From an optimization exercise on the open Yosys and OpenROAD flow, aimed at small area; shortcuts taken in it are not production practice.
Only simulation tests tie the RTL to the original design; equivalence was not proved.
Power figures rest on the tool's default switching activity, not on a simulated workload.

alpha:
## s3lcd_compositor
module s3lcd_compositor (
    input  wire        clk,
    input  wire        rst,
    input  wire        cmd_valid,
    output wire        cmd_ready,
    input  wire [7:0]  cmd_op,
    input  wire [31:0] cmd_x,
    input  wire [31:0] cmd_y,
    input  wire [31:0] cmd_w,
    input  wire [31:0] cmd_h,
    input  wire [15:0] cmd_color,
    input  wire [7:0]  cmd_alpha,
    input  wire [1:0]  cmd_wrap,       
    input  wire [31:0] cmd_src,        
    output wire        src_en,
    output wire [31:0] src_addr,
    input  wire [15:0] src_data,
    output wire        rd_en,
    output wire [11:0] rd_addr,
    input  wire [15:0] rd_data,
    output wire        wr_en,
    output wire [11:0] wr_addr,
    output wire [15:0] wr_data,
    output reg  [1:0]  rotation
);
Size: roughly 1700 cells after synthesis, roughly 310 I/O pins, roughly 0.014 mm^2 of cells after synthesis.
clock: 10.0 ns
lec_check: 0
cap_margin: 20
core_margin: 2
core_utilization: 65
cts_buf_list: sky130_fd_sc_hd__clkbuf_4
place_density: 0.75
slew_margin: 20
run.sh (not shown) runs the stock make flow with config.mk's settings and CLKGATE_MAP_FILE= SYNTH_SCRIPT=/design/flow/synth_recipe.tcl, a recipe that flattens the netlist after the stock synthesis.
The following lists how beta was set up differently from alpha:
- a change of CORE_UTILIZATION from 65 to 40
- a change of PLACE_DENSITY from 0.75 to 0.6
- a deleted CTS_BUF_LIST that had been sky130_fd_sc_hd__clkbuf_4
Results
Of beta and alpha, the run reporting the higher number of antenna violations at the first check in global routing was alpha. The worst relative slew slack of beta was superior to that of alpha. Compared to alpha, beta has utilization 32 points lower. First-pass GRT wire length (beta / alpha): 0.912. Number of diodes (beta over alpha): decrease, 2. beta has more setup slack than alpha. On overall fraction of global-route tracks in use: between beta and alpha, it ends up higher for alpha. In the metrics for beta and alpha, the one carrying the higher wire length after detailed routing is alpha. beta: met2 wirelength from detailed routing is 13% lower than what alpha reported.
diff inputs: beta => gamma
- CTS_BUF_LIST: unset -> sky130_fd_sc_hd__clkbuf_4
- CORE_UTILIZATION: 40 -> 65
- PLACE_DENSITY: 0.6 -> 0.75
==> flow/flow/run.sh (new file) <==
#!/bin/bash
# Standard layout, but with the smallest buffer on every input and output port.
set -euo pipefail
export BUFFER_PORTS_ARGS="-buffer_cell sky130_fd_sc_hd__buf_1"
bash standard.sh > standard_flow.log 2>&1
==> flow/standard.sh (new file) <==
#!/bin/bash
# synth_recipe.tcl (not shown) runs the flow's synth.tcl, then flattens the netlist and writes it again
# the make line also repeats each setting of config.mk as NAME=value (left out here)
make -C /OpenROAD-flow-scripts/flow DESIGN_CONFIG=/design/flow/config.mk WORK_HOME=/design/flow/orfs CLKGATE_MAP_FILE= SYNTH_SCRIPT=/design/flow/synth_recipe.tcl "${@:-finish}"
removed: flow/run.sh
## What came out
In summary, gamma completed successfully, with a layout that passed the timing, design-rule and antenna checks. Re number of DRC markers after the initial detailed-route iteration: gamma and beta aren't equal, and the lower value belongs to beta. Total global-route track usage was higher in the run labelled gamma. Count of input and output buffers came out exactly the same in gamma and beta. Detailed route wirelength on metal2: gamma vs beta down 1800 um. gamma improves on beta in power.

---

Another version of the RTL of s3lcd_compositor (not shown whole).
For scale: ~1600 cells after synthesis, roughly 250 flip-flops, about 310 I/O pins, roughly 0.013 mm^2 of cells after synthesis.
clock: 10.0 ns
lec_check: 0
cap_margin: 20
core_margin: 2
core_utilization: 65
cts_buf_list: sky130_fd_sc_hd__clkbuf_16
cts_cluster_diameter: 80
cts_cluster_size: 28
place_density: 0.75
slew_margin: 20
standard.sh (not shown) runs the stock make flow with config.mk's settings and CLKGATE_MAP_FILE= SYNTH_SCRIPT=/design/flow/synth_recipe.tcl, a recipe that flattens the netlist after the stock synthesis.
==> flow/flow/run.sh <==
#!/bin/bash
# Standard layout, but with the smallest buffer on every input and output port.
set -euo pipefail
export BUFFER_PORTS_ARGS="-buffer_cell sky130_fd_sc_hd__buf_1"
bash standard.sh > standard_flow.log 2>&1
The first run finished clean.
Then changed:
CTS_BUF_LIST = sky130_fd_sc_hd__clkbuf_8   (was sky130_fd_sc_hd__clkbuf_16)
CTS_CLUSTER_DIAMETER = 50   (was 80)
CTS_CLUSTER_SIZE = 14   (was 28)
Global-route usage is higher by 1.1 points.
Total power is higher by 5.3%.
Via count is higher by 2.2%.

==> what the ideal ports hide <==
How much do the figures lean on ideal ports? The routed layouts below were timed once more, with nothing changed but the port constraints. Step 1 assumes that a clkbuf_16 drives the clock port and a buf_2 every other input. Step 2 times the ports against the registers' clock, not the clock port: input delays grow and output delays shrink by t, the midpoint of the rising clock arrivals with the driver on. Three values: ideal ports, drivers, drivers and shift; two values: the first two.
run	shift t [ns]	slack for setup (ns)	worst hold slack (ns)	worst setup path at the end	worst data-port slew with drivers (ns)
alpha	0.782	3.504 / 3.461 / 4.243	0.416 / 0.416 / 0.416	register to output	0.11
beta	0.590	3.734 / 3.682 / 4.272	0.419 / 0.419 / 0.419	register to output	0.08
gamma	0.689	3.995 / 3.952 / 4.640	0.381 / 0.381 / 0.381	register to output	0.08
the first run of note 2	0.522	3.290 / 3.290 / 3.290	0.424 / 0.424 / 0.424	register to register	0.08
the second run of note 2	0.623	3.272 / 3.272 / 3.272	0.416 / 0.416 / 0.416	register to register	0.06
After both steps every run listed still meets setup and hold.
